What follows belongs to an exercise in optimizing a design on an open flow for small area; a production flow would make more cautious choices. Only simulation tests tie the RTL to the original design; equivalence was not proved. Power figures rest on the tool's default switching activity, not on a simulated workload.

$ cat design/flow/design.v
module ibus_core (
    input  wire        clk,
    input  wire        rst,           
    input  wire        rx,            
    output wire        tx,            
    output wire        tx_en,         
    input  wire        req_valid,
    input  wire        req_send,      
    input  wire [3:0]  req_cmd,
    input  wire [3:0]  req_id,
    input  wire [2:0]  req_len,       
    input  wire [31:0] req_data,      
    output reg         dec_valid,
    output wire [1:0]  dec_status,    
    output wire [3:0]  dec_cmd,
    output wire [3:0]  dec_id,
    output wire        frame_ready
);
    localparam [3:0] BC_START = 4'd15;
    localparam [3:0] BC_STOP  = 4'd8;
    localparam [3:0] BC_IDLE  = 4'd9;
    localparam [8:0] GAP_SEED = 9'h1FF;
    function [8:0] lfsr_step(input [8:0] s);
        lfsr_step = {s[7:0], s[8] ^ s[4]};
    endfunction
    function [8:0] lfsr_n(input [8:0] s, input integer n);
        integer k;
        begin
            lfsr_n = s;
            for (k = 0; k < n; k = k + 1)
                lfsr_n = lfsr_step(lfsr_n);
        end
    endfunction
    localparam [8:0] GAP_END = lfsr_n(GAP_SEED, 319);
    reg        rx_s1, rx_s2;     
    reg  [3:0] ph;               
    reg  [3:0] bc;               
    reg        busy;             
    reg  [3:0] rem;              
    reg        first;            
    reg [39:0] sr;               
    reg  [7:0] acc;              
    reg  [2:0] hi;               
    reg        cy;               
    reg        pend;             
    reg  [8:0] gap_lfsr;
    reg        gap_flag;
    reg  [2:0] cur;              
    reg        taken;
    reg        avail_q;          
    assign tx_en       = busy;
    assign frame_ready = cur[2] && !taken;
    assign dec_cmd     = sr[15:12];
    assign dec_id      = sr[11:8];
    assign dec_status  = {avail_q && !hi[2], avail_q && hi[2]};
    wire dec_fire  = req_valid && !req_send && !busy;
    wire send_fire = req_valid &&  req_send && !busy && (req_len <= 3'd4);
    wire dec_avail = frame_ready;
    wire bit_end  = (ph == 4'd15);
    wire in_data  = !bc[3];
    wire dshift   = bit_end && in_data;
    wire last     = (bc == 4'd7);
    wire at_idle  = (bc == BC_IDLE);
    wire char_end = bit_end && (bc == BC_STOP);
    wire t_body = !first && (rem >= 4'd3);
    wire t_clo  = !first && (rem == 4'd2);
    wire rx_valid    = !busy && char_end && rx_s2;
    wire rx_accept   = rx_valid && !send_fire;
    wire frame_start = rx_accept && gap_flag;
    wire rx_shift    = !busy && dshift;
    wire tx_shift = busy && dshift && t_body;
    always @(posedge clk) begin
        if (rst) begin
            rx_s1 <= 1'b1;
            rx_s2 <= 1'b1;
        end else begin
            rx_s1 <= rx;
            rx_s2 <= rx_s1;
        end
    end
    always @(posedge clk) begin
        if (send_fire)
            ph <= 4'd13;
        else if (!busy && at_idle)
            ph <= 4'd8;                  
        else if (!(busy && char_end))
            ph <= ph + 4'd1;
    end
    always @(posedge clk) begin
        if (rst) begin
            bc   <= BC_IDLE;
            busy <= 1'b0;
        end else if (send_fire) begin
            bc   <= BC_IDLE;
            busy <= 1'b1;
        end else begin
            if (at_idle) begin
                if (busy ? bit_end : !rx_s2)
                    bc <= BC_START;
            end else if (bit_end) begin
                if (!busy && bc == BC_START && rx_s2)
                    bc <= BC_IDLE;       
                else
                    bc <= bc + 4'd1;
            end
            if (busy && char_end && rem == 4'd1)
                busy <= 1'b0;
        end
    end
    always @(posedge clk) begin
        if (send_fire) begin
            rem   <= 4'd4 + {1'b0, req_len};
            first <= 1'b1;
        end else if (char_end) begin
            rem   <= rem - 4'd1;
            first <= 1'b0;
        end
    end
    always @(posedge clk) begin
        if (send_fire)
            sr <= {req_data, req_cmd, req_id};
        else begin
            if (tx_shift || rx_shift)
                sr[7:0] <= {busy ? sr[8] : rx_s2, sr[7:1]};
            if (tx_shift || (rx_shift && cur == 3'd1))
                sr[15:8] <= {busy ? sr[16] : rx_s2, sr[15:9]};
            if (tx_shift)
                sr[39:16] <= {sr[39], sr[39:17]};
        end
    end
    wire add_en = busy ? t_body : pend;
    wire a_in   = add_en && sr[0];
    wire s_bit  = acc[0] ^ a_in ^ cy;
    wire c_out  = (acc[0] & a_in) | (acc[0] & cy) | (a_in & cy);
    wire rot    = dshift && (busy || pend);
    wire ok3    = (acc == 8'hFF) && !hi[1] && (sr[7:0] == {7'h7F, ~hi[0]});
    always @(posedge clk) begin
        if (send_fire) begin
            acc <= 8'd4 + {5'd0, req_len};
            hi  <= 3'd0;
            cy  <= 1'b0;
        end else if (frame_start) begin
            acc     <= 8'd0;
            hi[1:0] <= 2'd0;
            cy      <= 1'b0;
        end else if (rot) begin
            acc <= {s_bit, acc[7:1]};
            cy  <= c_out && !last;
            if (last)
                hi <= hi + {2'd0, c_out};
        end else if (rx_accept && cur == 3'd3) begin
            hi[2] <= ok3;
        end
    end
    always @(posedge clk) begin
        if (rx_accept && (frame_start || cur == 3'd1 || cur == 3'd2))
            pend <= 1'b1;
        else if (rx_shift && last)
            pend <= 1'b0;
    end
    always @(posedge clk) begin
        if (rx_accept)
            gap_lfsr <= GAP_SEED;
        else
            gap_lfsr <= lfsr_step(gap_lfsr);
    end
    always @(posedge clk) begin
        if (rst || send_fire)            
            gap_flag <= 1'b1;
        else if (rx_accept)
            gap_flag <= 1'b0;
        else if (gap_lfsr == GAP_END)
            gap_flag <= 1'b1;
    end
    always @(posedge clk) begin
        if (rst) begin
            cur   <= 3'd0;
            taken <= 1'b0;
        end else begin
            if (frame_start)
                cur <= 3'd1;
            else if (rx_accept && !cur[2])
                cur <= cur + 3'd1;
            if (frame_start)
                taken <= 1'b0;
            else if (send_fire || (dec_fire && dec_avail))
                taken <= 1'b1;
        end
    end
    always @(posedge clk) begin
        if (rst)
            dec_valid <= 1'b0;
        else
            dec_valid <= dec_fire;
    end
    always @(posedge clk) begin
        avail_q <= dec_avail;
    end
    reg t_bit;
    always @(*) begin
        if (first)
            t_bit = acc[0];
        else if (t_body)
            t_bit = sr[0];
        else if (t_clo)
            t_bit = ~acc[0];
        else
            t_bit = !(bc[2:0] <= 3'd2 && hi[bc[1:0]]);
    end
    assign tx = !busy || !(bc == BC_START || (in_data && !t_bit));
endmodule
$ cat design/flow/flow/run.sh
#!/bin/bash
# Standard layout, but the port buffers are the smallest buffer cell
# instead of the delay cell that buffer_ports picks by default.
set -euo pipefail
export BUFFER_PORTS_ARGS="-buffer_cell sky130_fd_sc_hd__buf_1"
bash standard.sh > standard.log 2>&1
$ cat design/flow/standard.sh
#!/bin/bash
# synth_recipe.tcl (not shown) runs the flow's synth.tcl, then flattens the netlist and writes it again
# the make line also repeats each setting of config.mk as NAME=value (left out here)
make -C /OpenROAD-flow-scripts/flow DESIGN_CONFIG=/design/flow/config.mk WORK_HOME=/design/flow/orfs CLKGATE_MAP_FILE= SYNTH_SCRIPT=/design/flow/synth_recipe.tcl "${@:-finish}"
$ cat design/flow/config.mk
export PLATFORM = sky130hd
export DESIGN_NAME = ibus_core
export DESIGN_NICKNAME = ibus_core
export VERILOG_FILES = /design/flow/design.v
export SDC_FILE = /design/flow/constraint.sdc
export NUM_CORES = 4
export LEC_CHECK = 0
export CAP_MARGIN = 20
export CORE_MARGIN = 2
export CORE_UTILIZATION = 40
export PLACE_DENSITY = 0.6
export SLEW_MARGIN = 20
$ cat design/flow/constraint.sdc
create_clock -name core_clock -period 10.0 [get_ports {clk}]
set_input_delay 2.0000 -clock core_clock [delete_from_list [all_inputs] [get_ports {clk}]]
set_output_delay 2.0000 -clock core_clock [all_outputs]
set_load 0.01 [all_outputs]
==> results of run 1 <==
[path summary, 6_finish.rpt]
| path | start | to | slack, ps | cells after the start |
|---|---|---|---|---|
| hold / removal | rx_s1 | rx_s2 | 420 | 1 |
| hold reg to reg | rx_s1 | rx_s2 | 420 | 1 |
| setup reg to reg | busy | acc[4] | 6380 | 6 |
| setup / recovery | req_len[2] | acc[4] | 5450 | 7 |
[registers in the layout (all words and copies together) (netlist names)]
name / cells
pend: 1
avail_q: 1
rx_s2: 1
bc: 4
taken: 1
gap_flag: 1
hi: 3
gap_lfsr: 9
first: 1
ph: 4
rx_s1: 1
cur: 3
dec_valid: 1
sr: 40
rem: 4
busy: 1
cy: 1
acc: 8
[worst register-to-register path, cell delays in order (launching register included)]
cell and delay [ps]:
dfxtp_1 730, nand3b_1 360, or2_1 160, buf_4 410, inv_2 460, a21oi_1 740, nand2_1 420
[routing by layer]
layer  GRT usage, %  routed length (µm)
met3           3.12                 345
met1           20.8                3840
met2           26.2                3900
met5              0                   0
met4           6.57                 141
[kinds of logic (layout without fill, tap and decap cells)]
group,count (synthesis),count (layout),share of synthesized area [%]
multiplexers,7,7,1.75
AO/OA/AOI/OAI,49,49,7.84
XOR/XNOR,7,7,1.51
flip-flops,85,85,54.6
AND/OR/NAND/NOR,216,216,24.5
adder cells (fa/ha/maj),16,16,5.11
buffers and inverters,34,86,4.61
[placed cells by master (no fill, tap or decap), drive strengths merged, types with 7 or more instances in the layout]
cell type and count:
nand2 132, buf 63, edfxtp 52, dfxtp 33, nor2 21, ha 15, o21ai 15, nand2b 13
a21oi 12, clkbuf 10, inv 8, and2 7
[layout make-up]
type                            instances  share of cell area [%]
Clock buffer                           10                    2.82
Multi-Input combinational cell        295                    36.7
Tap cell                              133                    3.68
Inverter                                8                   0.663
Clock inverter                          5                    1.69
Sequential cell                        85                    49.1
Timing Repair Buffer                   63                    5.39
[per-stage QoR]
step                      utilization (%)  instance area [µm²]
after floorplan                         -                 4070
after global placement               44.0                 4320
after detailed placement             44.0                 4320
after CTS                            46.1                 4530
after global routing                 46.1                 4530
final                                46.1                 4530
[power groups by stage]
stage                     Clock, mW  Combinational, mW  Sequential (mW)
after global routing          0.278             0.0781            0.418
after detailed placement          0             0.0677            0.423
after CTS                     0.264             0.0687            0.415
final                         0.257             0.0673            0.414
after global placement            0             0.0669            0.422
after floorplan                   0             0.0528            0.417
==> reports/results.ini, run 1 <==
[outcome]
outcome=no timing/DRC/antenna violations

[clocking]
htreeDepth=3
clock-sinks=85
worstSkewPairLatency_ps=350
cts_resized=0
cts_tree=done
cts_buffer_depth=2
clk_pin_slew_ps=80
cts_setup_buffers=0
cts_buffers=9
cts_root_buf=clkbuf_8
cts_hold_buf=0

[hold_path]
min_path_type=register to register

[synthesis]
yosys.area.top_type=edfxtp_1
synth_edf_count=52
yosysWarnings=1
synthArstFlopShare_pct=0
synthCells=414
synth_area_leaders=edfxtp_1, dfxtp_1, nand2_1, ha_1, buf_4
synth_area_mm2=0.00407
synth_top_area_share_pct=38.4
yosysMostFrequentCell=nand2_1
ys_types=55
syn-num-nets=478
avgSynthCellArea_um2=9.83
yosys-top-cells-count=nand2_1, edfxtp_1, dfxtp_1, nor2_1
ys_seq_elements=85
synth_ff_type=edfxtp_1
ys_seq_area_share_pct=54.6

[sta]
drv_slew=0
tns_ps=0
holdWs_ps=417
fmax_mhz=220
rsz0062_at_grt=no
worstMarginPinSlew_ps=769
fin_ws_ps=5450
fin_skew_ps=8.89
finalCritPeriodShare_pct=45.5
layout_min_cycle_time_ps=4550
setup-violations-final=0
relSlewSlack_pct=48.7
hold_viol=0

[routing]
drc=0
drt_first_iter_violations=163
dr.pass1.iters=4
viasPerCell=4.88
ant_nets=0
wl_per_cell_um=13.7
via_count=2922
wl_um=8230

[placed_design]
dp_cells=584
dp_slack_ps=5080
port_buffers=61
dp_hpwl_um=5820
gp_congestion=0.802

[floorplan]
core-area_mm2=0.00982
ios=62
start_util_pct=41.4
die-area_mm2=0.0110
rows=36
die_width_um=105
die_y_um=105

[critical_path]
slowest_stage=a21oi_1
path_cells=buf_1 -> o21a_1 -> or2_1 -> buf_4 -> inv_2 -> a21oi_1 -> nand2_1
path_delay_family=buffers and inverters
critPathKind=input pin to register
worstPathArrival_ps=4550
start_kind=input pin
path_buf_inv=3
worst-path-max-fanout=49
critPathCaptureType=register
critPathMaxStageDelay_ps=720
critPathRequiredTime_ps=10000

[final_layout]
finalNetCount=526
diodes=0
regArea_mm2=0.00222
multi_input_area_mm2=0.00166
drive_gt1_share_pct=6.01
area_growth_pct=11.3
n_fill_cell=971
final_cells=599

[grt]
track_usage_pct=16.0
grt-ovfl-total=0
grt_max_degree=50
antenna_found_initial=0
grt_pass1_vias=2937
grt_pass1_wl_um=14000

[pwr]
p_switching_mw=0.171
p_total_mw=0.739
p_comb_share_pct=9.1
intPower_mw=0.568
powerDensity_mw_per_mm2=163
seqPwrFrac_pct=56.1
p_sw_share_pct=23.2
peakVddDrop_uv=64.8
total_leakage_power_nw=1.82
clockPowerShare_pct=34.8

[flow_run]
cap_viol_max_count=0

==> run 2: changes to the inputs <==
--- a/design/flow/design.v
+++ b/design/flow/design.v
@@ -50,5 +50,4 @@
     reg        avail_q;          
     assign tx_en       = busy;
-    assign frame_ready = cur[2] && !taken;
     assign dec_cmd     = sr[15:12];
     assign dec_id      = sr[11:8];
@@ -56,5 +55,10 @@
     wire dec_fire  = req_valid && !req_send && !busy;
     wire send_fire = req_valid &&  req_send && !busy && (req_len <= 3'd4);
-    wire dec_avail = frame_ready;
+    wire cur1 = cur[0] && !cur[1];
+    wire cur2 = cur[1] && !cur[2];
+    wire cur3 = cur[2] && cur[0];
+    wire cur4 = cur[2] && !cur[0];
+    assign frame_ready = cur4 && !taken;
+    wire   dec_avail   = frame_ready;
     wire bit_end  = (ph == 4'd15);
     wire in_data  = !bc[3];
@@ -63,6 +67,8 @@
     wire at_idle  = (bc == BC_IDLE);
     wire char_end = bit_end && (bc == BC_STOP);
-    wire t_body = !first && (rem >= 4'd3);
-    wire t_clo  = !first && (rem == 4'd2);
+    wire r_chi  = rem[3] && !rem[2];             
+    wire r_clo  = rem[2] && !rem[1];             
+    wire t_clo  = !first && r_clo;
+    wire t_body = !first && !r_clo && !r_chi;
     wire rx_valid    = !busy && char_end && rx_s2;
     wire rx_accept   = rx_valid && !send_fire;
@@ -104,5 +110,5 @@
                     bc <= bc + 4'd1;
             end
-            if (busy && char_end && rem == 4'd1)
+            if (busy && char_end && r_chi)
                 busy <= 1'b0;
         end
@@ -110,8 +116,8 @@
     always @(posedge clk) begin
         if (send_fire) begin
-            rem   <= 4'd4 + {1'b0, req_len};
+            rem   <= {req_len == 3'd0, req_len <= 3'd1, req_len <= 3'd2, req_len <= 3'd3};
             first <= 1'b1;
         end else if (char_end) begin
-            rem   <= rem - 4'd1;
+            rem   <= {rem[2:0], !rem[3]};
             first <= 1'b0;
         end
@@ -123,5 +129,5 @@
             if (tx_shift || rx_shift)
                 sr[7:0] <= {busy ? sr[8] : rx_s2, sr[7:1]};
-            if (tx_shift || (rx_shift && cur == 3'd1))
+            if (tx_shift || (rx_shift && cur1))
                 sr[15:8] <= {busy ? sr[16] : rx_s2, sr[15:9]};
             if (tx_shift)
@@ -149,10 +155,10 @@
             if (last)
                 hi <= hi + {2'd0, c_out};
-        end else if (rx_accept && cur == 3'd3) begin
+        end else if (rx_accept && cur3) begin
             hi[2] <= ok3;
         end
     end
     always @(posedge clk) begin
-        if (rx_accept && (frame_start || cur == 3'd1 || cur == 3'd2))
+        if (rx_accept && (frame_start || cur1 || cur2))
             pend <= 1'b1;
         else if (rx_shift && last)
@@ -179,7 +185,7 @@
         end else begin
             if (frame_start)
-                cur <= 3'd1;
-            else if (rx_accept && !cur[2])
-                cur <= cur + 3'd1;
+                cur <= 3'b001;
+            else if (rx_accept && !cur4)
+                cur <= {cur[1:0], !cur[2]};
             if (frame_start)
                 taken <= 1'b0;
==> design/flow/flow/run.sh (replaced) <==
#!/bin/bash
# Standard layout, but the port buffers are the smallest buffer cell
# instead of the delay cell that buffer_ports picks by default, and the
# clock tree is built from smaller buffers without dummy loads.
set -euo pipefail
export BUFFER_PORTS_ARGS="-buffer_cell sky130_fd_sc_hd__buf_1"
export CTS_ARGS="-sink_clustering_enable -repair_clock_nets -dont_use_dummy_load -buf_list sky130_fd_sc_hd__clkbuf_8"
export RECOVER_POWER=100
bash standard.sh > standard.log 2>&1
==> run 2 against run 1 <==
  * Now fails the layout checks on capacitance limit, slew limit
  * Clock power shrank 26%
  * Hold slack lost 11 ps
  * Synthesized area shrank 4.5%
  * Synthesized cell count shrank 2.7%
  * First-iteration DRC count shrank 33%
  * Critical path depth shrank 2
  * Cell count shrank 3.2%
  * Register-to-register slack lost 1500 ps
  * Power shrank 7.1%
  * Flip-flop and latch count is the same
  * Clock skew grew 17 ps
  * Design area shrank 5.9%
  * Critical endpoint is now acc[1]
==> reports/results.ini, run 2 <==
[sta]
worstMarginPinSlew_ps=3270  ; +2500 ps
setup-violations-final=0  ; unchanged
holdWs_ps=406  ; -10.9 ps
rsz0062_at_grt=no
fin_skew_ps=26.1  ; +17.2 ps
finalCritPeriodShare_pct=63.0  ; +18 points
relSlewSlack_pct=-124  ; -170 points
layout_min_cycle_time_ps=6300  ; +1760 ps
fmax_mhz=159  ; -28%
hold_viol=0  ; unchanged
tns_ps=0  ; unchanged
drv_slew=18  ; +18

[synthesis]
ys_seq_area_share_pct=57.2  ; +2.6 points
yosysWarnings=1  ; unchanged
synth_area_leaders=edfxtp_1, dfxtp_1, nand2_1, ha_1, o21ai_0
syn-num-nets=459  ; -4.0%
yosys.area.top_type=edfxtp_1
yosysMostFrequentCell=nand2_1
ys_seq_elements=85  ; unchanged
synth_area_mm2=0.00389  ; -4.5%
synth_top_area_share_pct=40.2  ; +1.8 points
ys_types=48  ; -13%
synth_ff_type=edfxtp_1
synthCells=403  ; -2.7%
synth_edf_count=52  ; unchanged
yosys-top-cells-count=nand2_1, edfxtp_1, dfxtp_1, nor2_1, o21ai_0
avgSynthCellArea_um2=9.64  ; -1.9%
synthArstFlopShare_pct=0  ; unchanged

[routing]
drt_first_iter_violations=110  ; -33%
wl_per_cell_um=13.9  ; +1.4%
via_count=2870  ; -1.8%
viasPerCell=4.95  ; +1.4%
wl_um=8080  ; -1.8%
dr.pass1.iters=5  ; +1
ant_nets=0  ; unchanged
drc=0  ; unchanged

[critical_path]
ff2ff_setup_slack_ps=4890  ; -1490 ps
reg2reg_to=acc[1]
slowest_stage=a2111oi_0
reg2reg_from=busy
critPathCaptureType=register
worstRegToRegCells=4  ; -2
path_cells=clkbuf_1 -> o21ai_0 -> a2111oi_0 -> a21oi_1 -> nand2_1
start_kind=input pin
worstPathArrival_ps=6320  ; +1770 ps
worst-path-max-fanout=17  ; -65%
critPathMaxStageDelay_ps=2610  ; +1890 ps
critPathRequiredTime_ps=10020  ; +20 ps
critPathKind=input pin to register

[grt]
track_usage_pct=15.9  ; -0.11 points
grt_max_degree=52  ; +4.0%
grt_pass1_vias=2692  ; -8.3%
antenna_found_initial=1  ; +1
grt-ovfl-total=0  ; unchanged
grt_pass1_wl_um=12800  ; -8.6%

[clocking]
clk_pin_slew_ps=70  ; about the same
htreeDepth=3  ; unchanged
cts_buffers=9  ; unchanged
cts_hold_buf=0  ; unchanged
cts_setup_buffers=0  ; unchanged
clock-sinks=85  ; unchanged
cts_tree=done
cts_resized=0  ; unchanged
worstSkewPairLatency_ps=360  ; about the same
cts_root_buf=clkbuf_8
cts_buffer_depth=2  ; unchanged

[floorplan]
ios=62  ; unchanged
die_y_um=103  ; -2.2%
die-area_mm2=0.0105  ; -4.3%
core-area_mm2=0.00933  ; -5.0%
die_width_um=103  ; -2.2%
rows=35  ; -2.8%
start_util_pct=41.7  ; +0.24 points

[hold_path]
min_to=rx_s2
holdCritStartpoint=rx_s1
min_path_type=register to register
min_path_cells=1  ; unchanged

[final_layout]
drive_gt1_share_pct=4.66  ; -1.4 points
area_growth_pct=9.66
regMostFlops=sr
diodes=0  ; unchanged
largest_reg_flops=40  ; unchanged
final_cell_mix=nand2_1, buf_1, edfxtp_1, dfxtp_1, nor2_1
regArea_mm2=0.00222  ; unchanged
finalNetCount=509  ; -3.2%
n_fill_cell=949  ; -2.3%
top_regs=sr x40, gap_lfsr x9, acc x8
final_common_cell=nand2_1
multi_input_area_mm2=0.00150  ; -9.6%

[pwr]
powerDensity_mw_per_mm2=161  ; -1.3%
total_leakage_power_nw=1.67  ; -7.9%
peakVddDrop_uv=60.0  ; -7.3%

[placed_design]
port_buffers=61  ; unchanged
gp_congestion=0.852  ; +6.1%
dp_hpwl_um=5760  ; -1.1%

[outcome]
outcome=complete, but fails checks
so.violations=capacitance limit, slew limit

[flow_run]
cap_viol_max_count=3  ; +3

## run 2: cells by family (layout without fill, tap and decap cells)
kind of cell	count (synthesis)	in the layout	share of synthesized area, %
fa+ha+maj	8	8	2.77
xor+xnor	3	3	0.676
flops	85	85	57.2
simple gates	225	225	26.3
buf+inv	28	76	3.61
mux	5	5	1.29
compound gates	49	49	8.15
## run 2: worst max path at each step
stage | from | to | slack [ps]
final | req_len[2] | acc[1] | 3700
after global routing | req_len[2] | acc[1] | 3090
after CTS | req_len[1] | sr[18] | 5140
after detailed placement | req_len[1] | sr[34] | 4770
after global placement | req_len[1] | sr[27] | 4810
after floorplan | req_len[1] | sr[16] | 6350
## run 2: through the flow
stage          util, %  std cells  area [µm²]  total power [mW]  worst slack (ps)
2_1_floorplan        -        403        3890             0.482              6350
3_3_place_gp      44.6        571        4160             0.502              4810
3_5_place_dp      44.6        571        4160             0.505              4770
4_1_cts           45.9        580        4280             0.691              5140
5_1_grt           45.7        580        4260             0.715              3090
6_report          45.7        580        4260             0.686              3700
## run 2: worst max-delay path, delay by kind of cell
family	cells	cell delay, ps
and+or+nand+nor	1	520
buffers and inverters	1	220
AOI/OAI and AO/OA	3	3580
## run 2: layer usage
metal / GRT usage [%] / wire length [µm] / vias to the layer above
li1: - / - / 1468
met1: 21.7 / 3880 / 1330
met2: 23.9 / 3640 / 58
met3: 3.39 / 392 / 14
met4: 8.21 / 164 / 0
met5: 0 / 0 / -
## run 2: power by group
| group | internal (mW) | switching (mW) | leakage, nW |
|---|---|---|---|
| clock | 0.0806 | 0.109 | 0.0647 |
| sequential | 0.406 | 0.0172 | 0.752 |
| combinational | 0.0350 | 0.0379 | 0.856 |
## run 2: final cells by class
| class | instances | share of cell area (%) |
|---|---|---|
| Multi-Input combinational cell | 290 | 35.3 |
| Tap cell | 129 | 3.79 |
| Inverter | 6 | 0.528 |
| Clock buffer | 9 | 2.91 |
| Timing Repair Buffer | 61 | 5.37 |
| Sequential cell | 85 | 52.1 |
==> run 3: changes to the inputs <==
--- a/design/flow/flow/run.sh
+++ b/design/flow/flow/run.sh
@@ -6,4 +6,3 @@
 export BUFFER_PORTS_ARGS="-buffer_cell sky130_fd_sc_hd__buf_1"
 export CTS_ARGS="-sink_clustering_enable -repair_clock_nets -dont_use_dummy_load -buf_list sky130_fd_sc_hd__clkbuf_8"
-export RECOVER_POWER=100
 bash standard.sh > standard.log 2>&1
==> run 3 against run 2 <==
  * The run now finishes clean
  * Design area rose by 0.50%
  * Synthesized area stayed put
  * Utilization is 0.23 points higher
  * Largest power group unchanged
  * Critical path type unchanged
  * Fmax increased by 30%
  * Cell count unchanged
==> reports/results.ini, run 3 <==
[final_layout]
final_cell_mix=nand2_1, buf_1, edfxtp_1, dfxtp_1, nor2_1
area_growth_pct=10.2
diodes=0  ; unchanged
regMostFlops=sr
regArea_mm2=0.00222  ; unchanged
drive_gt1_share_pct=5.32  ; +0.67 points
top_regs=sr x40, gap_lfsr x9, acc x8
finalNetCount=509  ; unchanged
largest_reg_flops=40  ; unchanged
final_common_cell=nand2_1
final_cells=580  ; unchanged
fin_area_mm2=0.00428  ; +0.50%
n_fill_cell=944  ; -0.53%
multi_input_area_mm2=0.00152  ; +1.4%
finish.utilization_pct=45.9  ; +0.23 points

[routing]
wl_per_cell_um=14.0  ; +0.32%
wl_um=8110  ; +0.32%
ant_nets=0  ; unchanged
drt_first_iter_violations=122  ; +11%
dr.pass1.iters=4  ; -1
viasPerCell=4.96  ; +0.24%
via_count=2877  ; +0.24%
drc=0  ; unchanged

[critical_path]
path_delay_family=buffers and inverters
worstPathArrival_ps=4820  ; -1500 ps
slowest_stage=inv_2
path_cells=buf_1 -> o21ai_1 -> nand2_2 -> inv_2 -> nor2_1 -> inv_1
worst-path-max-fanout=51  ; +34
critPathCaptureType=register
worstRegToRegCells=5  ; +1
start_kind=input pin
worst-path-stages=6  ; +1
critPathKind=input pin to register
path_buf_inv=3  ; +2
critPathRequiredTime_ps=9980  ; -40 ps
critPathMaxStageDelay_ps=860  ; -1750 ps

[synthesis]
ys_seq_elements=85  ; unchanged
avgSynthCellArea_um2=9.64  ; unchanged
ys_types=48  ; unchanged
yosys.area.top_type=edfxtp_1
synthCells=403  ; unchanged
syn-num-nets=459  ; unchanged
yosysWarnings=1  ; unchanged
synth_area_mm2=0.00389  ; unchanged
synthArstFlopShare_pct=0  ; unchanged
yosys-top-cells-count=nand2_1, edfxtp_1, dfxtp_1, nor2_1, o21ai_0
synth_area_leaders=edfxtp_1, dfxtp_1, nand2_1, ha_1, o21ai_0
synth_top_area_share_pct=40.2  ; unchanged
synth_edf_count=52  ; unchanged
yosysMostFrequentCell=nand2_1
synth_ff_type=edfxtp_1
ys_seq_area_share_pct=57.2  ; unchanged

[pwr]
powerDensity_mw_per_mm2=160  ; -0.44%
p_comb_share_pct=10.7  ; about the same
clockPowerShare_pct=27.7  ; about the same
p_sw_share_pct=24.1  ; +0.080 points
p_switching_mw=0.165  ; +0.40%
peakVddDrop_uv=59.8  ; -0.37%
intPower_mw=0.521  ; about the same
seqPwrFrac_pct=61.7  ; about the same
total_leakage_power_nw=1.67  ; about the same

[hold_path]
min_path_type=register to register
min_path_cells=1  ; unchanged

[clocking]
cts_root_buf=clkbuf_8
htreeDepth=3  ; unchanged
cts_tree=done
worstSkewPairLatency_ps=360  ; about the same
clock-sinks=85  ; unchanged
clk_pin_slew_ps=70  ; about the same
cts_hold_buf=0  ; unchanged
cts_buffer_depth=2  ; unchanged
cts_resized=0  ; unchanged
cts_setup_buffers=0  ; unchanged
cts_buffers=9  ; unchanged

[placed_design]
dp_cells=571  ; unchanged
dpl_cell_area_mm2=0.00416  ; unchanged
gp_congestion=0.852  ; unchanged
port_buffers=61  ; unchanged
dp_hpwl_um=5760  ; unchanged

[sta]
rsz0062_at_grt=no
holdWs_ps=406  ; +0.00100 ps
layout_min_cycle_time_ps=4840  ; -1460 ps
tns_ps=0  ; unchanged
fin_skew_ps=25.3  ; -0.841 ps
setup-violations-final=0  ; unchanged
fmax_mhz=206  ; +30%
relSlewSlack_pct=27.9  ; +150 points
finalCritPeriodShare_pct=48.4  ; -15 points
drv_slew=0  ; -18
worstMarginPinSlew_ps=1070  ; -2200 ps
hold_viol=0  ; unchanged

[grt]
antenna_found_initial=1  ; unchanged
grt_pass1_wl_um=12800  ; unchanged
track_usage_pct=15.9  ; unchanged
grt_pass1_vias=2692  ; unchanged
grt_max_degree=52  ; unchanged
grt-ovfl-total=0  ; unchanged

[floorplan]
die_y_um=103  ; unchanged
ios=62  ; unchanged
rows=35  ; unchanged
die_width_um=103  ; unchanged
die-area_mm2=0.0105  ; unchanged
start_util_pct=41.7  ; unchanged
core-area_mm2=0.00933  ; unchanged

[flow_run]
cap_viol_max_count=0  ; -3

[outcome]
outcome=no timing/DRC/antenna violations

==> run 3: cell counts after synthesis <==
No cell type changed its count.
==> run 3: cell type report <==
class	count	area share [%]
sequential	85	51.9
tap	129	3.77
clock buffer	9	2.89
inverter	6	0.526
multi-input combinational	290	35.6
timing repair buffer	61	5.35
==> run 3: per-layer routing <==
metal	vias to the layer above	wire length (µm)	part of all wire [%]	global-route usage, %
met5	-	0	0	0
met2	56	3660	45	23.9
met4	0	178	2.2	8.21
met1	1336	3890	48	21.7
li1	1471	-	-	-
met3	14	377	4.6	3.39
==> run 3: worst paths after layout <==
check	from	to	slack, ps
max	req_len[1]	sr[24]	5160
min	rx_s1	rx_s2	410
max reg2reg	busy	sr[24]	6420
min reg2reg	rx_s1	rx_s2	410
==> run 3: per-stage QoR <==
stage,total power [mW],worst slack (ps)
detailed placement,0.505,4770
global route,0.716,4810
floorplan,0.482,6350
global placement,0.502,4810
finish,0.687,5160
CTS,0.691,5140
==> run 3: cells by family (layout without fill, tap and decap cells) <==
kind of cell / count (synthesis) / after routing / share of synthesized area, %
adders and majority gates: 8 / 8 / 2.77
and+or+nand+nor: 225 / 225 / 26.3
muxes: 5 / 5 / 1.29
buffers and inverters: 28 / 76 / 3.61
DFF: 85 / 85 / 57.2
AOI/OAI and AO/OA: 49 / 49 / 8.15
xor gates and xnor gates: 3 / 3 / 0.676
==> run 3: power by group through the flow <==
stage               clock network [mW]  registers, mW  logic, mW
floorplan                            0          0.425     0.0566
global placement                     0          0.430     0.0719
detailed placement                   0          0.431     0.0743
CTS                              0.193          0.424     0.0748
global route                     0.205          0.427     0.0838
finish                           0.190          0.423     0.0733
==> run 4: changes to the inputs <==
--- a/design/flow/flow/run.sh
+++ b/design/flow/flow/run.sh
@@ -5,4 +5,4 @@
 set -euo pipefail
 export BUFFER_PORTS_ARGS="-buffer_cell sky130_fd_sc_hd__buf_1"
-export CTS_ARGS="-sink_clustering_enable -repair_clock_nets -dont_use_dummy_load -buf_list sky130_fd_sc_hd__clkbuf_8"
+export CTS_ARGS="-sink_clustering_enable -repair_clock_nets -dont_use_dummy_load -buf_list sky130_fd_sc_hd__clkbuf_8 -sink_clustering_size 22 -sink_clustering_max_diameter 100"
 bash standard.sh > standard.log 2>&1
==> run 4 against run 3 <==
  * First-iteration DRC count unchanged
  * Hold slack unchanged
  * Critical path depth unchanged
  * Global-route usage unchanged
  * Clock skew unchanged
  * Routed wire length unchanged
  * Power unchanged
  * Sequential power about the same
  * Largest power group unchanged
==> reports/results.ini, run 4 <==
[routing]
via_count=2877  ; unchanged
wl_per_cell_um=14.0  ; unchanged
ant_nets=0  ; unchanged
drc=0  ; unchanged
dr.pass1.iters=4  ; unchanged
viasPerCell=4.96  ; unchanged
drt_first_iter_violations=122  ; unchanged
wl_um=8110  ; unchanged

[clocking]
cts_setup_buffers=0  ; unchanged
cts_root_buf=clkbuf_8
htreeDepth=3  ; unchanged
clock-sinks=85  ; unchanged
cts_hold_buf=0  ; unchanged
cts_resized=0  ; unchanged
cts_tree=done
cts_buffers=9  ; unchanged
worstSkewPairLatency_ps=360  ; about the same
cts_buffer_depth=2  ; unchanged
clk_pin_slew_ps=70  ; about the same

[final_layout]
regMostFlops=sr
final_common_cell=nand2_1
drive_gt1_share_pct=5.32  ; unchanged
largest_reg_flops=40  ; unchanged
diodes=0  ; unchanged
top_regs=sr x40, gap_lfsr x9, acc x8
fin_area_mm2=0.00428  ; unchanged
final_cells=580  ; unchanged
finalNetCount=509  ; unchanged
final_cell_mix=nand2_1, buf_1, edfxtp_1, dfxtp_1, nor2_1
area_growth_pct=10.2  ; unchanged

[floorplan]
die_width_um=103  ; unchanged
start_util_pct=41.7  ; unchanged
ios=62  ; unchanged
die-area_mm2=0.0105  ; unchanged
core-area_mm2=0.00933  ; unchanged
rows=35  ; unchanged
die_y_um=103  ; unchanged

[sta]
setup-violations-final=0  ; unchanged
rsz0062_at_grt=no
finalCritPeriodShare_pct=48.4  ; unchanged
fin_skew_ps=25.3  ; unchanged
layout_min_cycle_time_ps=4840  ; unchanged
fmax_mhz=206  ; unchanged
drv_slew=0  ; unchanged
hold_viol=0  ; unchanged
worstMarginPinSlew_ps=1070  ; unchanged
tns_ps=0  ; unchanged
fin_ws_ps=5160  ; unchanged
relSlewSlack_pct=27.9  ; unchanged

[synthesis]
avgSynthCellArea_um2=9.64  ; unchanged
yosys.area.top_type=edfxtp_1
synthArstFlopShare_pct=0  ; unchanged
ys_seq_area_share_pct=57.2  ; unchanged
yosysMostFrequentCell=nand2_1
syn-num-nets=459  ; unchanged
yosys-top-cells-count=nand2_1, edfxtp_1, dfxtp_1, nor2_1, o21ai_0
synth_area_leaders=edfxtp_1, dfxtp_1, nand2_1, ha_1, o21ai_0
synth_edf_count=52  ; unchanged
synthCells=403  ; unchanged
ys_seq_elements=85  ; unchanged
synth_ff_type=edfxtp_1
ys_types=48  ; unchanged
synth_area_mm2=0.00389  ; unchanged
synth_top_area_share_pct=40.2  ; unchanged
yosysWarnings=1  ; unchanged

[critical_path]
cp-startpoint=req_len[1]
reg2reg_from=busy
critPathKind=input pin to register
critPathCaptureType=register
worst-path-max-fanout=51  ; unchanged
worstPathArrival_ps=4820  ; about the same
critPathRequiredTime_ps=9980  ; about the same
start_kind=input pin

[grt]
antenna_found_initial=1  ; unchanged
grt-ovfl-total=0  ; unchanged
grt_max_degree=52  ; unchanged
track_usage_pct=15.9  ; unchanged
grt_pass1_wl_um=12800  ; unchanged
grt_pass1_vias=2692  ; unchanged

[placed_design]
dp_hpwl_um=5760  ; unchanged
dp_slack_ps=4770  ; unchanged
dpl_cell_area_mm2=0.00416  ; unchanged
gp_congestion=0.852  ; unchanged
dp_cells=571  ; unchanged
port_buffers=61  ; unchanged

[pwr]
total_leakage_power_nw=1.67  ; unchanged
powerDensity_mw_per_mm2=160  ; unchanged
peakVddDrop_uv=59.8  ; unchanged
p_total_mw=0.687  ; unchanged

[hold_path]
holdCritStartpoint=rx_s1
min_path_type=register to register

[flow_run]
cap_viol_max_count=0  ; unchanged

[outcome]
outcome=no timing/DRC/antenna violations

==> run 4: cell counts after synthesis <==
Identical to the previous run, type by type.
==> run 4: cells by family after synthesis <==
logic type	synth area share (%)
AO/OA/AOI/OAI	8.15
XOR/XNOR	0.676
adder cells (fa/ha/maj)	2.77
buffers and inverters	3.61
flip-flops	57.2
multiplexers	1.29
AND/OR/NAND/NOR	26.3
==> run 4: cell type report <==
class / count / area [µm²]
sequential: 85 / 2220
inverter: 6 / 22.5
timing repair buffer: 61 / 229
tap: 129 / 161
clock buffer: 9 / 124
fill: 944 / 5040
multi-input combinational: 290 / 1520
==> run 4: worst max-delay path, cell delays in order <==
cell	delay, ps
buf_1	140
o21ai_1	330
nand2_2	570
inv_2	860
nor2_1	170
inv_1	710
==> run 4: path summary, 6_finish.rpt <==
kind	endpoint	slack, ps	cells past startpoint
hold reg to reg	rx_s2	410	1
setup reg to reg	sr[24]	6420	5
setup / recovery	sr[24]	5160	6
hold / removal	rx_s2	410	1
==> run 4: power breakdown <==
group | leakage, nW | internal (mW) | switching (mW)
combinational | 0.856 | 0.0347 | 0.0385
clock | 0.0647 | 0.0806 | 0.109
sequential | 0.752 | 0.406 | 0.0172
==> run 4: layer usage <==
layer  GRT usage, %  wire length, µm  up-vias
met5              0                0        -
met4           8.21              178        0
met3           3.39              377       14
met2           23.9             3660       56
met1           21.7             3890     1336
li1               -                -     1471
==> run 4: per-stage QoR <==
step           util (%)  hold WS (ps)
2_1_floorplan         -           389
3_3_place_gp       44.6           395
3_5_place_dp       44.6           395
4_1_cts            45.9           409
5_1_grt            45.9           432
6_report           45.9           406
==> run 5: changes to the inputs <==
--- a/design/flow/design.v
+++ b/design/flow/design.v
@@ -37,14 +37,12 @@
     reg  [3:0] bc;               
     reg        busy;             
-    reg  [3:0] rem;              
-    reg        first;            
+    reg  [3:0] cnt;              
+    reg        fp;               
     reg [39:0] sr;               
     reg  [7:0] acc;              
     reg  [2:0] hi;               
     reg        cy;               
-    reg        pend;             
     reg  [8:0] gap_lfsr;
     reg        gap_flag;
-    reg  [2:0] cur;              
     reg        taken;
     reg        avail_q;          
@@ -55,8 +53,10 @@
     wire dec_fire  = req_valid && !req_send && !busy;
     wire send_fire = req_valid &&  req_send && !busy && (req_len <= 3'd4);
-    wire cur1 = cur[0] && !cur[1];
-    wire cur2 = cur[1] && !cur[2];
-    wire cur3 = cur[2] && cur[0];
-    wire cur4 = cur[2] && !cur[0];
+    wire cur1 = cnt[0] && !cnt[1];
+    wire cur2 = cnt[1] && !cnt[2];
+    wire cur3 = cnt[2] && !cnt[3];
+    wire cur4 = cnt[3];
+    wire first = fp;
+    wire pend  = fp;
     assign frame_ready = cur4 && !taken;
     wire   dec_avail   = frame_ready;
@@ -67,6 +67,6 @@
     wire at_idle  = (bc == BC_IDLE);
     wire char_end = bit_end && (bc == BC_STOP);
-    wire r_chi  = rem[3] && !rem[2];             
-    wire r_clo  = rem[2] && !rem[1];             
+    wire r_chi  = cnt[3] && !cnt[2];             
+    wire r_clo  = cnt[2] && !cnt[1];             
     wire t_clo  = !first && r_clo;
     wire t_body = !first && !r_clo && !r_chi;
@@ -115,11 +115,23 @@
     end
     always @(posedge clk) begin
-        if (send_fire) begin
-            rem   <= {req_len == 3'd0, req_len <= 3'd1, req_len <= 3'd2, req_len <= 3'd3};
-            first <= 1'b1;
-        end else if (char_end) begin
-            rem   <= {rem[2:0], !rem[3]};
-            first <= 1'b0;
-        end
+        if (rst)
+            cnt <= 4'b0000;
+        else if (send_fire)
+            cnt <= {req_len == 3'd0, req_len <= 3'd1, req_len <= 3'd2, req_len <= 3'd3};
+        else if (busy ? char_end : (rx_accept && !frame_start && !cur4))
+            cnt <= {cnt[2:0], !cnt[3]};
+        else if (frame_start)
+            cnt <= 4'b0001;
+    end
+    always @(posedge clk) begin
+        if (send_fire)
+            fp <= 1'b1;
+        else if (busy) begin
+            if (char_end)
+                fp <= 1'b0;
+        end else if (rx_accept && (frame_start || cur1 || cur2))
+            fp <= 1'b1;
+        else if (rx_shift && last)
+            fp <= 1'b0;
     end
     always @(posedge clk) begin
@@ -160,10 +172,4 @@
     end
     always @(posedge clk) begin
-        if (rx_accept && (frame_start || cur1 || cur2))
-            pend <= 1'b1;
-        else if (rx_shift && last)
-            pend <= 1'b0;
-    end
-    always @(posedge clk) begin
         if (rx_accept)
             gap_lfsr <= GAP_SEED;
@@ -181,11 +187,6 @@
     always @(posedge clk) begin
         if (rst) begin
-            cur   <= 3'd0;
             taken <= 1'b0;
         end else begin
-            if (frame_start)
-                cur <= 3'b001;
-            else if (rx_accept && !cur4)
-                cur <= {cur[1:0], !cur[2]};
             if (frame_start)
                 taken <= 1'b0;
==> design/flow/flow/run.sh (replaced) <==
#!/bin/bash
# The standard layout (standard.sh), with two changes: the port buffers are
# the smallest buffer cell instead of the delay cell buffer_ports picks by
# default, and the clock tree uses clkbuf_8 without dummy loads.
set -euo pipefail
export BUFFER_PORTS_ARGS="-buffer_cell sky130_fd_sc_hd__buf_1"
export CTS_ARGS="-sink_clustering_enable -repair_clock_nets -dont_use_dummy_load -buf_list sky130_fd_sc_hd__clkbuf_8"
bash standard.sh > standard.log 2>&1
--- a/design/flow/config.mk
+++ b/design/flow/config.mk
@@ -8,5 +8,5 @@
 export CAP_MARGIN = 20
 export CORE_MARGIN = 2
-export CORE_UTILIZATION = 40
-export PLACE_DENSITY = 0.6
+export CORE_UTILIZATION = 65
+export PLACE_DENSITY = 0.8
 export SLEW_MARGIN = 20
==> run 5 against run 4 <==
  * Register-to-register slack improved by 1000 ps
  * Power shrank 1.4%
  * First-iteration DRC count is 120% higher
  * Largest power group unchanged
  * Critical path depth up 2
  * Critical endpoint is now tx
==> reports/results.ini, run 5 <==
[routing]
viasPerCell=5.71  ; +15%
drc=0  ; unchanged
wl_um=7840  ; -3.3%
dr.pass1.iters=7  ; +3
wl_met2_um=3690  ; +0.96%
ant_nets=0  ; unchanged
top_layer=met4
wl_per_cell_um=15.3  ; +9.6%
drt_first_iter_violations=268  ; +120%
via_count=2925  ; +1.7%
route.met3.wl_um=507  ; +34%
wl_met1_um=3490  ; -10%

[final_layout]
largest_reg_flops=40  ; unchanged
area_growth_pct=8.24
finalNetCount=498  ; -2.2%
finish.utilization_pct=74.0  ; +28 points
final_common_cell=nand2_1
final_cell_mix=nand2_1, buf_1, edfxtp_1, dfxtp_1, nor2_1
regMostFlops=sr
drive_gt1_share_pct=6.36  ; +1.0 points
final_cells=512  ; -12%
diodes=0  ; unchanged
multi_input_area_mm2=0.00155  ; +1.6%
top_regs=sr x40, gap_lfsr x9, acc x8
regArea_mm2=0.00210  ; -5.4%
n_fill_cell=438  ; -54%

[synthesis]
ys_seq_area_share_pct=55.1  ; -2.0 points
synth_edf_count=48  ; -7.7%
synth_compound_area_share_pct=9.55  ; +1.4 points
synthArstFlopShare_pct=0  ; unchanged
synth_mux_area_share_pct=1.31  ; +0.025 points
synth_area_leaders=edfxtp_1, dfxtp_1, nand2_1, ha_1, nor2_1
yosys.area.top_type=edfxtp_1
synth_ff_type=edfxtp_1
syn-num-nets=449  ; -2.2%
synth_top_area_share_pct=37.8  ; -2.4 points
ys_types=59  ; +23%
ys_seq_elements=81  ; -4.7%
yosysMostFrequentCell=nand2_1
yosysWarnings=1  ; unchanged
yosys-top-cells-count=nand2_1, edfxtp_1, dfxtp_1, nor2_1
avgSynthCellArea_um2=9.70  ; +0.60%
synth_top_family_by_area=simple AND/OR/NAND/NOR gates
synth_xor_area_share_pct=1.15  ; +0.47 points
synthAdderAreaFrac_pct=2.82  ; +0.054 points
synth_area_mm2=0.00381  ; -1.9%
synth-simple-area-share_pct=25.8  ; -0.57 points
synthCells=393  ; -2.5%

[critical_path]
critPathRequiredTime_ps=8000  ; -1980 ps
start_kind=register
slowest_stage=dfxtp_1
worstRegToRegCells=5  ; unchanged
critPathMaxStageDelay_ps=460  ; -400 ps
critPathKind=register to primary output
path_cells=inv_1 -> ha_1 -> nand2_1 -> a211oi_1 -> a21oi_1 -> nor3_1 -> o311ai_0 -> buf_1
worst-path-max-fanout=7  ; -86%
worstPathArrival_ps=2070  ; -2750 ps
critPathCaptureType=primary output

[sta]
setup-violations-final=0  ; unchanged
finalCritPeriodShare_pct=40.7  ; -7.7 points
layout_min_cycle_time_ps=4070  ; -774 ps
fmax_mhz=246  ; +19%
fin_ws_ps=5930  ; +774 ps
holdWs_ps=421  ; +14.2 ps
drv_slew=0  ; unchanged
fin_skew_ps=19.4  ; -5.86 ps
relSlewSlack_pct=43.2  ; +15 points
tns_ps=0  ; unchanged
hold_viol=0  ; unchanged
worstMarginPinSlew_ps=851  ; -220 ps
rsz0062_at_grt=no

[placed_design]
port_buffers=61  ; unchanged
dp_hpwl_um=5550  ; -3.6%
gp_congestion=0.848  ; -0.46%
dp_cells=503  ; -12%
dp_slack_ps=5900  ; +1130 ps

[grt]
track_usage_pct=26.0  ; +10 points
grt_pass1_vias=2754  ; +2.3%
antenna_found_initial=0  ; -1
grt-ovfl-total=0  ; unchanged
grt_pass1_wl_um=12600  ; -1.5%
grt_max_degree=50  ; -3.8%

[clocking]
cts_hold_buf=0  ; unchanged
cts_tree=done
clock-sinks=81  ; -4.7%
cts_buffer_depth=2  ; unchanged
htreeDepth=3  ; unchanged
cts_setup_buffers=0  ; unchanged
worstSkewPairLatency_ps=340  ; -20 ps
cts_root_buf=clkbuf_8
cts_resized=0  ; unchanged
clk_pin_slew_ps=70  ; about the same
cts_buffers=9  ; unchanged

[pwr]
intPower_mw=0.512  ; -1.7%
p_sw_share_pct=24.4  ; +0.30 points
peakVddDrop_uv=165  ; +180%
powerDensity_mw_per_mm2=164  ; +2.4%
p_switching_mw=0.165  ; -0.12%
clockPowerShare_pct=26.4  ; -1.3 points
p_comb_share_pct=12.9  ; +2.2 points
seqPwrFrac_pct=60.7  ; -1.0 points
total_leakage_power_nw=1.62  ; -3.2%

[floorplan]
die_width_um=80.6  ; -21%
ios=62  ; unchanged
start_util_pct=68.4  ; +27 points
core-area_mm2=0.00557  ; -40%
die_y_um=80.6  ; -21%
die-area_mm2=0.00649  ; -38%
rows=27  ; -23%

[flow_run]
cap_viol_max_count=0  ; unchanged

[outcome]
outcome=no timing/DRC/antenna violations

[hold_path]
min_path_type=register to register
min_path_cells=1  ; unchanged

==> run 5: cell types whose count changed in the layout (fill, tap and decap cells not counted), moves of 3 or more <==
cell,before,now
and3_1,6,2
edfxtp_1,52,48
o21ai_0,16,9
nor2_1,18,23
nand2_1,138,129
nor2b_1,6,3
a21oi_1,13,10
==> run 5: critical path, delay by kind of cell (launching register included) <==
| family | cells | cell delay [ps] |
|---|---|---|
| AOI/OAI and AO/OA | 3 | 640 |
| DFF | 1 | 460 |
| buffers and inverters | 2 | 310 |
| adders and majority gates | 1 | 200 |
| and+or+nand+nor | 2 | 130 |
==> run 5: power by group through the flow <==
| stage | registers, mW | clock network [mW] | logic (mW) |
|---|---|---|---|
| floorplan | 0.411 | 0 | 0.0685 |
| global placement | 0.417 | 0 | 0.0836 |
| detailed placement | 0.418 | 0 | 0.0871 |
| CTS | 0.411 | 0.181 | 0.0882 |
| global route | 0.415 | 0.195 | 0.0988 |
| finish | 0.411 | 0.179 | 0.0876 |
==> run 5: worst paths after layout <==
check / startpoint / endpoint / slack, ps
setup reg to reg: busy / sr[33] / 7440
hold reg to reg: rx_s1 / rx_s2 / 420
hold / removal: rx_s1 / rx_s2 / 420
setup / recovery: bc[0] / tx / 5930
==> run 5: cells by family (layout without fill, tap and decap cells) <==
logic type / count (synthesis) / after routing
compound gates: 51 / 51
buf+inv: 31 / 78
simple gates: 212 / 212
xor+xnor: 5 / 5
fa+ha+maj: 8 / 8
flops: 81 / 81
mux: 5 / 5
==> run 5: layer usage <==
metal | vias up | track usage, %
met1 | 1356 | 33.1
met4 | 0 | 12.4
met3 | 15 | 5.17
met5 | - | 0
met2 | 114 | 42.5
li1 | 1440 | -
==> run 5: through the flow <==
| stage | total power, mW | area [µm²] |
|---|---|---|
| floorplan | 0.479 | 3810 |
| global placement | 0.500 | 4000 |
| detailed placement | 0.505 | 4000 |
| CTS | 0.680 | 4130 |
| global route | 0.708 | 4130 |
| finish | 0.677 | 4130 |
==> run 5: final cells by class <==
| type | count | area share [%] |
|---|---|---|
| Clock buffer | 9 | 3.00 |
| Tap cell | 72 | 2.18 |
| Multi-Input combinational cell | 281 | 37.5 |
| Inverter | 7 | 0.637 |
| Sequential cell | 81 | 50.9 |
| Timing Repair Buffer | 62 | 5.73 |
==> run 6: changes to the inputs <==
--- a/design/flow/config.mk
+++ b/design/flow/config.mk
@@ -8,5 +8,5 @@
 export CAP_MARGIN = 20
 export CORE_MARGIN = 2
-export CORE_UTILIZATION = 65
-export PLACE_DENSITY = 0.8
+export CORE_UTILIZATION = 40
+export PLACE_DENSITY = 0.6
 export SLEW_MARGIN = 20
==> run 6 against run 5 <==
  * Non-clock buffer count increased by 1
  * Synthesized area unchanged
  * Critical path type unchanged
  * Clock skew rose by 1.7 ps
  * Register-to-register slack gained 100 ps
  * First-iteration DRC count fell by 21%
  * Sequential share of layout area shrank 0.95 points
  * Critical path depth unchanged
  * Combinational power grew 0.5%
  * Sequential power barely moved
  * Still clean
==> reports/results.ini, run 6 <==
[sta]
tns_ps=0  ; unchanged
rsz0062_at_grt=no
holdWs_ps=414  ; -6.56 ps
setup-violations-final=0  ; unchanged
hold_viol=0  ; unchanged
finalCritPeriodShare_pct=41.1  ; +0.41 points
drv_slew=0  ; unchanged
fin_ws_ps=5890  ; -41.5 ps
relSlewSlack_pct=43.8  ; +0.57 points
fin_skew_ps=21.1  ; +1.71 ps
fmax_mhz=243  ; -1.0%
layout_min_cycle_time_ps=4110  ; +41.5 ps
worstMarginPinSlew_ps=842  ; -8.61 ps

[flow_run]
cap_viol_max_count=0  ; unchanged

[grt]
grt-ovfl-total=0  ; unchanged
grt_max_degree=50  ; unchanged
grt_pass1_wl_um=13200  ; +4.3%
track_usage_pct=16.3  ; -9.6 points
grt_pass1_vias=2696  ; -2.1%
antenna_found_initial=0  ; unchanged

[synthesis]
synth_ff_type=edfxtp_1
synth_edf_count=48  ; unchanged
synth_area_mm2=0.00381  ; unchanged
yosys-top-cells-count=nand2_1, edfxtp_1, dfxtp_1, nor2_1
avgSynthCellArea_um2=9.70  ; unchanged
yosys.area.top_type=edfxtp_1
ys_seq_area_share_pct=55.1  ; unchanged
synth_area_leaders=edfxtp_1, dfxtp_1, nand2_1, ha_1, nor2_1
yosysWarnings=1  ; unchanged
ys_seq_elements=81  ; unchanged
synthArstFlopShare_pct=0  ; unchanged
synth_top_area_share_pct=37.8  ; unchanged
synthCells=393  ; unchanged
ys_types=59  ; unchanged
syn-num-nets=449  ; unchanged
yosysMostFrequentCell=nand2_1

[critical_path]
reg2reg_from=busy
ff2ff_setup_slack_ps=7540  ; +100 ps
path_buf_inv=2  ; unchanged
critPathKind=register to primary output
reg2reg_to=sr[20]
cp-startpoint=bc[0]
critPathCaptureType=primary output
worstRegToRegCells=6  ; +1
start_kind=register
slowest_stage=dfxtp_1
critPathRequiredTime_ps=8000  ; about the same
worst-path-max-fanout=7  ; unchanged
path_delay_family=compound AO/OA/AOI/OAI gates
path_cells=inv_1 -> ha_1 -> nand2_1 -> a211oi_1 -> a21oi_1 -> nor3_1 -> o311ai_0 -> buf_1
worstPathArrival_ps=2110  ; +40 ps
critPathMaxStageDelay_ps=470  ; about the same

[floorplan]
start_util_pct=41.3  ; -27 points
core-area_mm2=0.00924  ; +66%
ios=62  ; unchanged
die_width_um=102  ; +26%
rows=35  ; +30%
die-area_mm2=0.0103  ; +59%
die_y_um=102  ; +26%

[final_layout]
final_cells=570  ; +11%
top_regs=sr x40, gap_lfsr x9, acc x8
final_common_cell=nand2_1
regMostFlops=sr
drive_gt1_share_pct=6.58  ; +0.21 points
diodes=0  ; unchanged
finalNetCount=499  ; +0.20%
area_growth_pct=10.3
n_fill_cell=907  ; +110%
fin_area_mm2=0.00421  ; +1.9%
final_cell_mix=nand2_1, buf_1, edfxtp_1, dfxtp_1, nor2_1
largest_reg_flops=40  ; unchanged
finish.utilization_pct=45.5  ; -29 points

[pwr]
powerDensity_mw_per_mm2=161  ; -1.8%
peakVddDrop_uv=107  ; -35%
p_total_mw=0.678  ; about the same
total_leakage_power_nw=1.62  ; +0.33%

[hold_path]
min_path_type=register to register
holdCritStartpoint=rx_s1
min_to=rx_s2
min_path_cells=1  ; unchanged

[placed_design]
dp_slack_ps=5840  ; -62.0 ps
dpl_cell_area_mm2=0.00408  ; +2.0%
dp_hpwl_um=5700  ; +2.6%
dp_cells=561  ; +12%
port_buffers=61  ; unchanged
gp_congestion=0.822  ; -3.0%

[routing]
wl_um=7970  ; +1.6%
dr.pass1.iters=5  ; -2
via_count=2871  ; -1.8%
drt_first_iter_violations=211  ; -21%
viasPerCell=5.04  ; -12%
wl_per_cell_um=14.0  ; -8.7%
ant_nets=0  ; unchanged
drc=0  ; unchanged

[outcome]
outcome=no timing/DRC/antenna violations

[clocking]
cts_buffers=9  ; unchanged
cts_setup_buffers=0  ; unchanged
clk_pin_slew_ps=60  ; about the same
clock-sinks=81  ; unchanged
cts_buffer_depth=2  ; unchanged
cts_root_buf=clkbuf_8
worstSkewPairLatency_ps=350  ; about the same
cts_resized=0  ; unchanged
htreeDepth=3  ; unchanged
cts_hold_buf=0  ; unchanged
cts_tree=done

[run 6: cell types whose count changed in the layout (fill, tap and decap cells not counted)]
cell / change
buf_4: +1
[run 6: layout make-up]
cell class                      count  area (µm²)  share of cell area, %
Sequential cell                    81        2100                   50.0
Multi-Input combinational cell    281        1550                   36.8
Timing Repair Buffer               63         244                   5.80
Tap cell                          129         161                   3.84
Clock buffer                        9         124                   2.95
Inverter                            7        26.3                  0.625
[run 6: per-layer routing]
metal / track usage [%] / part of all wire [%] / up-vias
met4: 7.07 / 2.7 / 0
met3: 3.45 / 5.4 / 14
met2: 25.0 / 44 / 75
met1: 22.4 / 48 / 1340
met5: 0 / 0 / -
li1: - / - / 1442
[run 6: cells by family after synthesis]
group / synth area share (%)
compound gates: 9.55
xor+xnor: 1.15
fa+ha+maj: 2.82
buf+inv: 4.27
flops: 55.1
mux: 1.31
simple gates: 25.8
[run 6: how the worst max path moves through the flow]
stage          endpoint  slack [ps]  cells after the start
2_1_floorplan    sr[16]        6430                      5
3_3_place_gp     sr[29]        5920                      6
3_5_place_dp     sr[30]        5840                      6
4_1_cts              tx        5910                      8
5_1_grt              tx        5750                      8
6_report             tx        5890                      8
[run 6: where the power goes]
part / switching, mW / internal [mW]
combinational: 0.0456 / 0.0424
sequential: 0.0197 / 0.390
clock: 0.100 / 0.0805
total: 0.165 / 0.513
==> run 7: changes to the inputs <==
--- a/design/flow/design.v
+++ b/design/flow/design.v
@@ -45,5 +45,4 @@
     reg  [8:0] gap_lfsr;
     reg        gap_flag;
-    reg        taken;
     reg        avail_q;          
     assign tx_en       = busy;
@@ -59,5 +58,5 @@
     wire first = fp;
     wire pend  = fp;
-    assign frame_ready = cur4 && !taken;
+    assign frame_ready = !busy && cnt[3] && cnt[0];
     wire   dec_avail   = frame_ready;
     wire bit_end  = (ph == 4'd15);
@@ -119,8 +118,8 @@
         else if (send_fire)
             cnt <= {req_len == 3'd0, req_len <= 3'd1, req_len <= 3'd2, req_len <= 3'd3};
-        else if (busy ? char_end : (rx_accept && !frame_start && !cur4))
-            cnt <= {cnt[2:0], !cnt[3]};
         else if (frame_start)
             cnt <= 4'b0001;
+        else if (busy ? char_end : ((rx_accept && !cur4) || (dec_fire && dec_avail)))
+            cnt <= {cnt[2:0], !cnt[3]};
     end
     always @(posedge clk) begin
@@ -186,14 +185,4 @@
     end
     always @(posedge clk) begin
-        if (rst) begin
-            taken <= 1'b0;
-        end else begin
-            if (frame_start)
-                taken <= 1'b0;
-            else if (send_fire || (dec_fire && dec_avail))
-                taken <= 1'b1;
-        end
-    end
-    always @(posedge clk) begin
         if (rst)
             dec_valid <= 1'b0;
==> design/flow/flow/run.sh (replaced) <==
#!/bin/bash
# The standard layout (standard.sh) with three changes:
# - synthesis maps the logic with ABC's area-oriented mapper (amap, the
#   script in abc_map.script) instead of ORFS's delay-oriented script; the
#   flip-flops are mapped before ABC runs, so they are the same as in the
#   standard synthesis;
# - the port buffers are the smallest buffer cell instead of the delay cell
#   buffer_ports picks by default;
# - the clock tree uses clkbuf_8 without dummy loads.
set -euo pipefail
rm -rf scripts_area
cp -r "$FLOW_HOME/scripts" scripts_area
cp flow/abc_map.script scripts_area/abc_speed.script
export SCRIPTS_DIR="$PWD/scripts_area"
export BUFFER_PORTS_ARGS="-buffer_cell sky130_fd_sc_hd__buf_1"
export CTS_ARGS="-sink_clustering_enable -repair_clock_nets -dont_use_dummy_load -buf_list sky130_fd_sc_hd__clkbuf_8"
bash standard.sh > standard.log 2>&1
==> design/flow/flow/abc_map.script (new file) <==
strash
 ifraig
 dch -f
 amap
 topo
--- a/design/flow/config.mk
+++ b/design/flow/config.mk
@@ -6,7 +6,7 @@
 export NUM_CORES = 4
 export LEC_CHECK = 0
-export CAP_MARGIN = 20
+export CAP_MARGIN = 0
 export CORE_MARGIN = 2
 export CORE_UTILIZATION = 40
 export PLACE_DENSITY = 0.6
-export SLEW_MARGIN = 20
+export SLEW_MARGIN = 0
==> run 7 against run 6 <==
  * Still clean on timing, DRC and antenna
  * Fmax down 7.2%
  * First-iteration DRC count is 53% lower
  * Power up 2.7%
  * Clock power about the same
  * Sequential power increased by 1%
  * Flip-flop and latch count decreased by 1
  * Critical endpoint is now cnt[1]
  * Largest cell class unchanged
==> reports/results.ini, run 7 <==
[synthesis]
yosysMostFrequentCell=edfxtp_1
syn-num-nets=371  ; -17%
synthCells=315  ; -20%
synth_edf_count=48  ; unchanged
ys_types=33  ; -44%
ys_seq_area_share_pct=59.6  ; +4.5 points
avgSynthCellArea_um2=11.1  ; +14%
synth_top_area_share_pct=41.3  ; +3.5 points
synthArstFlopShare_pct=0  ; unchanged
yosysWarnings=1  ; unchanged
ys_seq_elements=80  ; -1.2%
yosys-top-cells-count=edfxtp_1, clkinv_1, o22a_1, dfxtp_1, nor2_1
synth_area_mm2=0.00349  ; -8.4%
yosys.area.top_type=edfxtp_1
synth_area_leaders=edfxtp_1, dfxtp_1, o22a_1, clkinv_1, nor2_1
synth_ff_type=edfxtp_1

[critical_path]
path_cells=buf_1 -> nand3_1 -> nor2_1 -> clkinv_1 -> o21ai_4 -> buf_4 -> nor2_1 -> nand2_1 -> clkinv_1 -> nor2_1 -> clkinv_1 -> o21ai_0 -> o22ai_1 -> nor2_1
critical_path.most_common_cell=nor2_1
worst-path-max-fanout=51  ; +44
critPathKind=input pin to register
critPathRequiredTime_ps=10280  ; +2280 ps
critPathCaptureType=register
slowest_stage=buf_4
start_kind=input pin
critPathMaxStageDelay_ps=470  ; about the same
ff2ff_setup_slack_ps=6430  ; -1110 ps
worstPathArrival_ps=4710  ; +2600 ps

[sta]
tns_ps=0  ; unchanged
fin_skew_ps=21.1  ; +0.0327 ps
fin_ws_ps=5570  ; -319 ps
setup-violations-final=0  ; unchanged
hold_viol=0  ; unchanged
relSlewSlack_pct=23.3  ; -21 points
rsz0062_at_grt=no
finalCritPeriodShare_pct=44.3  ; +3.2 points
layout_min_cycle_time_ps=4430  ; +319 ps
drv_slew=0  ; unchanged
worstMarginPinSlew_ps=1150  ; +309 ps
holdWs_ps=423  ; +9.31 ps
fmax_mhz=226  ; -7.2%

[pwr]
total_leakage_power_nw=1.31  ; -19%
powerDensity_mw_per_mm2=176  ; +9.0%
p_total_mw=0.696  ; +2.7%
peakVddDrop_uv=73.3  ; -32%

[floorplan]
start_util_pct=40.7  ; -0.61 points
die-area_mm2=0.00950  ; -8.0%
core-area_mm2=0.00859  ; -7.0%
rows=34  ; -2.9%
die_y_um=97.5  ; -4.1%
ios=62  ; unchanged
die_width_um=97.5  ; -4.1%

[final_layout]
final_cell_mix=buf_1, edfxtp_1, clkinv_1, o22a_1, dfxtp_1
diodes=0  ; unchanged
top_regs=sr x40, gap_lfsr x9, acc x8
drive_gt1_share_pct=3.43  ; -3.1 points
finish.utilization_pct=46.1  ; +0.59 points
final_common_cell=buf_1
finalNetCount=437  ; -12%
largest_reg_flops=40  ; unchanged
regMostFlops=sr
final_cells=487  ; -15%
fin_area_mm2=0.00396  ; -5.8%
n_fill_cell=850  ; -6.3%
multi_input_area_mm2=0.00124  ; -20%
regArea_mm2=0.00208  ; -0.95%
area_growth_pct=13.4

[placed_design]
dp_cells=478  ; -15%
port_buffers=61  ; unchanged
gp_congestion=0.875  ; +6.4%
dp_slack_ps=5240  ; -597 ps
dpl_cell_area_mm2=0.00384  ; -6.0%
dp_hpwl_um=5180  ; -9.1%

[grt]
grt_pass1_wl_um=12000  ; -8.9%
track_usage_pct=15.9  ; -0.46 points
grt_max_degree=52  ; +4.0%
grt_pass1_vias=2514  ; -6.8%
antenna_found_initial=0  ; unchanged
grt-ovfl-total=0  ; unchanged

[clocking]
cts_setup_buffers=0  ; unchanged
htreeDepth=3  ; unchanged
cts_buffers=9  ; unchanged
clock-sinks=80  ; -1.2%
worstSkewPairLatency_ps=350  ; about the same
cts_hold_buf=0  ; unchanged
cts_resized=0  ; unchanged
cts_root_buf=clkbuf_8
cts_buffer_depth=2  ; unchanged
cts_tree=done
clk_pin_slew_ps=70  ; about the same

[routing]
wl_per_cell_um=14.9  ; +6.6%
ant_nets=0  ; unchanged
viasPerCell=5.42  ; +7.6%
dr.pass1.iters=4  ; -1
drt_first_iter_violations=99  ; -53%
wl_um=7250  ; -8.9%
drc=0  ; unchanged
via_count=2639  ; -8.1%

[flow_run]
cap_viol_max_count=0  ; unchanged

[outcome]
outcome=no timing/DRC/antenna violations

[hold_path]
min_path_type=register to register

run 7: cell count changes after synthesis, sizes merged, moves of 5 or more:
cell,before,now
nand2,129,21
clkinv,0,37
o22a,0,37
buf,18,8
and2,7,0
inv,7,0
nand3,4,11
clkbuf,6,0
o21ai,12,18
a22oi,1,6
mux2i,5,0
nand2b,6,1
nor2,23,28
or2,10,5
run 7: kinds of logic after synthesis:
logic type / share of synthesized area (%)
AOI/OAI and AO/OA: 20.2
adders and majority gates: 3.08
buffers and inverters: 5.69
DFF: 59.6
and+or+nand+nor: 11.5
run 7: final timing paths:
path	start	endpoint	cells past startpoint
setup / recovery	req_valid	cnt[1]	14
hold / removal	gap_lfsr[5]	gap_lfsr[6]	2
setup reg to reg	busy	cnt[2]	13
hold reg to reg	gap_lfsr[5]	gap_lfsr[6]	2
run 7: power breakdown:
group / internal, mW / switching (mW) / total [mW]
combinational: 0.0416 / 0.0609 / 0.103
sequential: 0.392 / 0.0221 / 0.414
clock: 0.0804 / 0.0993 / 0.180
total: 0.514 / 0.182 / 0.696
run 7: cell type report:
| type | count | area share [%] |
|---|---|---|
| timing repair buffer | 63 | 6.16 |
| inverter | 37 | 3.51 |
| sequential | 80 | 52.6 |
| clock buffer | 9 | 3.13 |
| multi-input combinational | 190 | 31.2 |
| tap | 108 | 3.41 |
run 7: critical path: cells and delay by family:
family,cells,cell delay [ps]
AOI/OAI and AO/OA,3,430
buffers and inverters,5,1130
and+or+nand+nor,6,1140
run 7: per-layer routing:
metal	up-vias	share of wire (%)	track usage, %
li1	1315	-	-
met1	1257	48	20.9
met2	60	46	24.9
met3	7	4.7	4.96
met4	0	1.2	5.34
met5	-	0	0

[separate check: timing with driven ports]
Ports are ideal in the flow. The routed layouts listed here were re-timed in OpenROAD.
Step 1 (the two cells are an assumption about what drives the block):
set clk [get_ports {clk}]
set_driving_cell -lib_cell sky130_fd_sc_hd__clkbuf_16 $clk
set_driving_cell -lib_cell sky130_fd_sc_hd__buf_2 [delete_from_list [all_inputs] $clk]
Step 2 moves the port delays by t, midway between the first and last clock arrival at a register: inputs arrive t later, outputs are due t later. That takes back most of the time a late clock gives input paths.
Slacks: ideal / step 1 / step 2; pairs: ideal / step 1.
run	shift t [ns]	slack for setup (ns)	worst register clock-pin slew, ns
run 1	0.378	5.455 / 5.461 / 5.084	0.09 / 0.09
run 2	0.384	3.700 / 3.709 / 3.326	0.09 / 0.09
run 3	0.384	5.156 / 5.161 / 4.777	0.09 / 0.09
run 4	0.384	5.156 / 5.161 / 4.777	0.09 / 0.09
run 5	0.365	5.930 / 5.899 / 5.838	0.08 / 0.08
run 6	0.369	5.888 / 5.856 / 5.847	0.08 / 0.08
run 7	0.368	5.569 / 5.576 / 5.208	0.08 / 0.08
